Source: an optimization exercise on an open RTL-to-GDS flow (aim: small area, a short achievable clock period and few clock cycles). Production flows keep margins and buffers that such runs may drop.
At most, simulation tests tie the RTL to the original design; equivalence was not proved.
Power and IR drop assume default switching activity.

Setup of main:
==> flow/design.v (excerpt) <==
module pool_tx (
    input  wire       clk,
    input  wire       rst,
    input  wire       cmd_valid,
    output wire       cmd_ready,
    input  wire [2:0] cmd_op,
    input  wire [7:0] cmd_data,
    output reg        rsp_valid,
    output reg  [1:0] rsp_status,
    output reg        rsp_page_done,
    output reg        tx_valid,
    output reg  [7:0] tx_data,
    output reg        tx_last,
    input  wire       tx_ready
);
==> flow/config.mk <==
export PLATFORM = sky130hd
export DESIGN_NAME = pool_tx
export DESIGN_NICKNAME = pool_tx
export VERILOG_FILES = /design/flow/design.v
export SDC_FILE = /design/flow/constraint.sdc
export NUM_CORES = 4
export LEC_CHECK = 0
export CAP_MARGIN = 20
export CORE_MARGIN = 2
export CORE_UTILIZATION = 60
export CTS_CLUSTER_DIAMETER = 50
export CTS_CLUSTER_SIZE = 30
export SLEW_MARGIN = 20
==> flow/constraint.sdc <==
create_clock -name core_clock -period 12.0 [get_ports {clk}]
set_input_delay 2.4000 -clock core_clock [delete_from_list [all_inputs] [get_ports {clk}]]
set_output_delay 2.4000 -clock core_clock [all_outputs]
set_load 0.01 [all_outputs]
standard.sh (not shown) runs the stock make flow with config.mk's settings and CLKGATE_MAP_FILE= SYNTH_SCRIPT=/design/flow/synth_recipe.tcl, a recipe that flattens the netlist after the stock synthesis.
==> flow/flow/run.sh <==
#!/bin/bash
# The standard layout (standard.sh: the standard flow's synthesis, floorplan, placement,
# CTS and routing, unchanged), with two placement/repair knobs:
#  - ports are buffered with buf_4 cells rather than the default choice;
set -euo pipefail
export SETUP_SLACK_MARGIN=8.4
export BUFFER_PORTS_ARGS="-buffer_cell sky130_fd_sc_hd__buf_4"
bash standard.sh > standard.log 2>&1
Testbench counts of main, summed over its fixed seeds: cycles 51,443.
diff inputs: main => the feature branch
--- a/flow/design.v
+++ b/flow/design.v
@@ -84,26 +84,27 @@
     reg       c_v, c_ovf, c_hdr;    
     reg [3:0] c_slot;
     reg [4:0] c_lst;                
     reg [4:0] c_j;
     reg [7:0] c_h;
     reg [4:0] c_rel;
     reg       c_b;                  
     reg [QD-1:0] q_v;               
     reg [QD-1:0] q_ovf;             
     reg [1:0]    q_tag  [0:QD-1];
     reg [3:0]    q_ring [0:QD-1];
-    reg [QW-1:0] q_wp, q_rp;
-    reg [QW:0]   q_cnt;
-    wire         q_empty = (q_cnt == 0);
-    wire         q_full  = q_cnt[QW];
+    reg [QW:0]   q_wp, q_rp;        
+    wire         q_empty = (q_wp == q_rp);
+    wire         q_full  = (q_wp[QW-1:0] == q_rp[QW-1:0]) && (q_wp[QW] != q_rp[QW]);
+    wire [QW-1:0] q_ri   = q_rp[QW-1:0];
+    wire [QW-1:0] q_wi   = q_wp[QW-1:0];
     reg [1:0]    t_cur;             
     reg [3:0]    pg_base [0:3];
     reg [4:0]    pg_rel  [0:3];     
     reg [3:0]    pg_tb   [0:3];     
     reg [4:0]    pg_lst  [0:3];     
     reg [3:0]    q_tags;            
     reg       i_v, i_last;
     reg [7:0] i_d;
     wire      o_free   = !tx_valid || tx_ready;
     wire      out_free = !i_v || o_free;
     reg [7:0] o_copy;
@@ -122,24 +123,24 @@
     wire       app_stall = app_wr && (f_full || (pool_empty && !f_empty) || conf);
     wire       s_done   = tx_active && s_eq;
     wire       s_page   = tx_active && !s_eq;
     wire       send_stall = (ovf_pending || s_page) && q_full;
     wire       s_wrap;
     wire [3:0] s_slot;
     assign {s_wrap, s_slot} = {1'b0, base} + {1'b0, sent[3:0]};
     wire [4:0] s_rel    = {pg_rel[t_cur][4] ^ s_wrap, pg_rel[t_cur][3:0]};
     wire       s_lastsl = (sent + 5'd1 == used);
     wire [4:0] s_lst    = s_lastsl ? last_len - 5'd1 : 5'd30;
     wire [7:0] s_h      = {1'b0, used[3:0] - sent[3:0] - 4'd1, ncks[s_slot]};
-    wire [3:0] h_ring   = q_ring[q_rp];
-    wire [1:0] h_tag    = q_tag[q_rp];
+    wire [3:0] h_ring   = q_ring[q_ri];
+    wire [1:0] h_tag    = q_tag[q_ri];
     wire [3:0] h_base   = pg_base[h_tag];
     wire [3:0] h_seq    = pg_tb[h_tag] - h_ring;
     wire [4:0] h_lst    = (h_seq == 4'd0) ? pg_lst[h_tag] : 5'd30;
     wire [7:0] h_h      = {1'b0, h_seq, ncks[h_ring]};
     wire [4:0] h_rel    = {pg_rel[h_tag][4] ^ (h_ring < h_base), pg_rel[h_tag][3:0]};
     reg        q_conf;
     reg [3:0]  q_tagc;
     integer    qi;
     always @(*) begin
         q_conf = 1'b0;
         q_tagc = 4'b0000;
@@ -196,23 +197,22 @@
             f_cnt <= 0;
             f_empty <= 1'b1;
             f_full <= 1'b0;
             w_dist <= 5'd0;
             w_j <= 5'd0;
             w_s <= 4'd0;
             wr_v <= 1'b0;
             c_v <= 1'b0;
             q_v <= 0;
             q_wp <= 0;
             q_rp <= 0;
-            q_cnt <= 0;
             t_cur <= 2'd0;
             rsp_valid <= 1'b0;
             rsp_status <= 2'd0;
             rsp_page_done <= 1'b0;
             tx_valid <= 1'b0;
             tx_last <= 1'b0;
             i_v <= 1'b0;
             i_last <= 1'b0;
             o_copy <= 8'd0;
         end else begin
             ph <= ph + 5'd1;
@@ -343,47 +343,43 @@
                     c_j    <= c_j + 5'd1;
                 end else begin
                     i_v    <= 1'b0;
                     i_last <= 1'b0;
                 end
             end
             c_rel <= c_rel + 5'd1;
             if (out_free && !ld_ovf && ld_hdr)
                 c_rel <= 5'd0;
             if (c_free) begin
                 if (!q_empty) begin
-                    c_v <= 1'b1; c_ovf <= q_ovf[q_rp]; c_hdr <= 1'b0;
+                    c_v <= 1'b1; c_ovf <= q_ovf[q_ri]; c_hdr <= 1'b0;
                     c_slot <= h_ring; c_lst <= h_lst; c_h <= h_h;
                     c_rel <= h_rel;
                 end else if (push) begin
                     c_v <= 1'b1; c_ovf <= ovf_pending; c_hdr <= 1'b0;
                     c_slot <= s_slot; c_lst <= s_lst; c_h <= s_h;
                     c_rel <= s_rel;
                 end else
                     c_v <= 1'b0;
             end
             if (c_free && !q_empty) begin
-                q_v[q_rp] <= 1'b0;
+                q_v[q_ri] <= 1'b0;
                 q_rp <= q_rp + 1'b1;
             end
             if (q_push) begin
-                q_v[q_wp] <= 1'b1;
-                q_ovf[q_wp] <= ovf_pending;
-                q_tag[q_wp] <= t_cur;
-                q_ring[q_wp] <= s_slot;
+                q_v[q_wi] <= 1'b1;
+                q_ovf[q_wi] <= ovf_pending;
+                q_tag[q_wi] <= t_cur;
+                q_ring[q_wi] <= s_slot;
                 q_wp <= q_wp + 1'b1;
             end
-            if (q_push && !(c_free && !q_empty))
-                q_cnt <= q_cnt + 1'b1;
-            else if (!q_push && (c_free && !q_empty))
-                q_cnt <= q_cnt - 1'b1;
             q_tags <= q_tagc;
             for (qi = 0; qi < 4; qi = qi + 1)
                 pg_rel[qi] <= pg_rel[qi] + 5'd1;
             if (commit_ok)
                 pg_rel[t_cur + 2'd1] <= ph + 5'd2 - po - {1'b0, base};
             if (commit_ok) begin
                 t_cur <= t_cur + 2'd1;
                 pg_base[t_cur + 2'd1] <= base;
                 pg_tb[t_cur + 2'd1]   <= full ? ap - 4'd1 : ap;
                 pg_lst[t_cur + 2'd1]  <= last_len - 5'd1;
             end
Notes after the runs:
The feature branch: done, clean on timing, DRC and antenna. Post-route standard cell area excluding fillers: the feature branch vs main, no meaningful difference. Compare the feature branch and main | transition time of the tightest slew-check pin higher: main. For the non-clock buffer count, the feature branch came in about 5.6% lower than main did. Diff main -> the feature branch: final critical-path required period went up, leakage power figure fell by 0.77%, cell count after synthesis now larger, biggest cell delay along the critical path held. Changes observed in the feature branch relative to main: worst-case reg-to-reg path depth saw little to no change; combined area of the multi-input logic cells went down by 100 um2; end-of-flow core utilization has remained practically unchanged; flip-flop and latch count roughly the same; pre-CTS worst setup slack higher.
Testbench counts of the feature branch, summed over its fixed seeds: cycles 51,443.

* * *

## the previous run
pool_tx, a different RTL version from the one above (not shown whole).
Size in the first run: about 5700 cells after synthesis, roughly 4500 flip-flops, roughly 100000 um^2 of cells after synthesis.
export LEC_CHECK = 0
export CAP_MARGIN = 20
export CORE_MARGIN = 2
export CORE_UTILIZATION = 60
export CTS_CLUSTER_DIAMETER = 50
export CTS_CLUSTER_SIZE = 30
export SLEW_MARGIN = 20
create_clock -name core_clock -period 12.0 [get_ports {clk}]
Scripts as last shown in full above: flow/flow/run.sh
> inputs changed (the previous run -> the current run)
diff --git a/flow/design.v b/flow/design.v
--- a/flow/design.v
+++ b/flow/design.v
@@ -82,19 +82,25 @@
     reg [4:0] c_lst;                
     reg [4:0] c_j;
     reg [7:0] c_h;
     reg [4:0] c_rel;
     reg       n_v, n_ovf;
     reg [3:0] n_slot;
     reg [4:0] n_lst;
     reg [7:0] n_h;
     reg [4:0] n_rel;
-    wire      out_free = !tx_valid || tx_ready;
+    reg       i_v, i_last;
+    reg [7:0] i_d;
+    wire      o_free   = !tx_valid || tx_ready;
+    wire      out_free = !i_v || o_free;
+    reg [7:0] o_copy;
+    always @(posedge clk)
+        tx_data <= o_free ? i_d : o_copy;
     wire      c_wait   = !f_empty && (c_slot == w_s || c_slot == w_s + 4'd1);
     wire      ld_ovf   = c_v && c_ovf;
     wire      ld_hdr   = c_v && !c_ovf && !c_hdr && c_rel == 5'd31 && !c_wait;
     wire      ld_body  = c_v && !c_ovf &&  c_hdr && c_rel == c_j;
     wire      c_lastb  = (c_j == c_lst);
     wire      c_done   = out_free && (ld_ovf || (ld_body && c_lastb));
     wire      c_free   = !c_v || c_done;
     wire       a_ovf    = full && used[4];
     wire [3:0] nxt_p    = full ? ap : ap + 4'd1;    
@@ -156,18 +162,21 @@
             w_s <= 4'd0;
             wr_v <= 1'b0;
             c_v <= 1'b0;
             n_v <= 1'b0;
             rsp_valid <= 1'b0;
             rsp_status <= 2'd0;
             rsp_page_done <= 1'b0;
             tx_valid <= 1'b0;
             tx_last <= 1'b0;
+            i_v <= 1'b0;
+            i_last <= 1'b0;
+            o_copy <= 8'd0;
         end else begin
             ph <= ph + 5'd1;
             if (!a_v || can_exec) begin
                 if (b_v) begin
                     a_v <= 1'b1; a_op <= b_op; a_d <= b_d;
                     b_v <= 1'b0;
                 end else begin
                     a_v <= accept; a_op <= in_op; a_d <= cmd_data;
                 end
@@ -262,37 +271,42 @@
                 pool_empty <= 1'b1;
                 used <= 5'd0;
                 sent <= 5'd0;
                 last_len <= 5'd31;
                 overflowed <= 1'b0;
                 tx_active <= 1'b0;
             end
             conf <= (c_v && !c_ovf && (c_slot == ap || c_slot == ap + 4'd1)) ||
                     (n_v && !n_ovf && (n_slot == ap || n_slot == ap + 4'd1));
+            if (o_free) begin
+                tx_valid <= i_v;
+                o_copy   <= i_d;
+                tx_last  <= i_last;
+            end
             if (out_free) begin
                 if (ld_ovf) begin
-                    tx_valid <= 1'b1;
-                    tx_data  <= 8'h04;
-                    tx_last  <= 1'b1;
+                    i_v    <= 1'b1;
+                    i_d    <= 8'h04;
+                    i_last <= 1'b1;
                 end else if (ld_hdr) begin
-                    tx_valid <= 1'b1;
-                    tx_data  <= c_h;
-                    tx_last  <= 1'b0;
-                    c_hdr    <= 1'b1;
-                    c_j      <= 5'd0;
+                    i_v    <= 1'b1;
+                    i_d    <= c_h;
+                    i_last <= 1'b0;
+                    c_hdr  <= 1'b1;
+                    c_j    <= 5'd0;
                 end else if (ld_body) begin
-                    tx_valid <= 1'b1;
-                    tx_data  <= tap[c_slot];
-                    tx_last  <= c_lastb;
-                    c_j      <= c_j + 5'd1;
+                    i_v    <= 1'b1;
+                    i_d    <= tap[c_slot];
+                    i_last <= c_lastb;
+                    c_j    <= c_j + 5'd1;
                 end else begin
-                    tx_valid <= 1'b0;
-                    tx_last  <= 1'b0;
+                    i_v    <= 1'b0;
+                    i_last <= 1'b0;
                 end
             end
             c_rel <= c_rel + 5'd1;
             n_rel <= n_rel + 5'd1;
             if (c_free) begin
                 if (n_v) begin
                     c_v <= 1'b1; c_ovf <= n_ovf; c_hdr <= 1'b0;
                     c_slot <= n_slot; c_lst <= n_lst; c_h <= n_h;
                     c_rel <= n_rel + 5'd1;
Results
The current run and the previous run ended up with roughly the same met3 routing resource usage after global routing.
In the reports for the previous run and the current run, the smaller amount of wire on met3 after detailed routing belongs to the current run.
Cmp the current run vs the previous run: instance count of the mapped netlist higher in the current run
Total die area: the previous run and the current run compared, higher one is the current run
Total power of the current run is lower than that of the previous run.
Testbench counts of the current run, summed over its fixed seeds: cycles 77,774.
The RTL of the previous run was laid out without a check of its function.

==> re-timing with driven ports <==
How much do the figures lean on ideal ports? The routed layouts below were timed once more, with nothing changed but the port constraints. Step 1 assumes that a clkbuf_16 drives the clock port and a buf_2 every other input. Step 2 times the ports against the registers' clock, not the clock port: input delays grow and output delays shrink by t, the midpoint of the rising clock arrivals with the driver on. Three values: ideal, step 1, step 2; two values: the first two.
run | t (ns) | setup slack, ns | hold slack, ns | latest minus earliest clock arrival (ns) | pins driven straight from the clock port
main | 0.954 | 8.252 / 8.172 / 7.403 | 0.281 / 0.281 / 0.281 | 0.055 / 0.055 | 1
the feature branch | 0.955 | 8.241 / 8.155 / 7.510 | 0.296 / 0.296 / 0.296 | 0.063 / 0.062 | 1
the previous run | 0.922 | 8.072 / 7.989 / 7.657 | 0.307 / 0.307 / 0.307 | 0.033 / 0.033 | 1
the current run | 0.909 | 8.294 / 8.210 / 7.752 | 0.316 / 0.316 / 0.316 | 0.041 / 0.042 | 1
After both steps setup and hold are still met in every run listed. The setup slack of main, which loses most, moves by -0.080 ns with the drivers and by -0.849 ns with both steps.
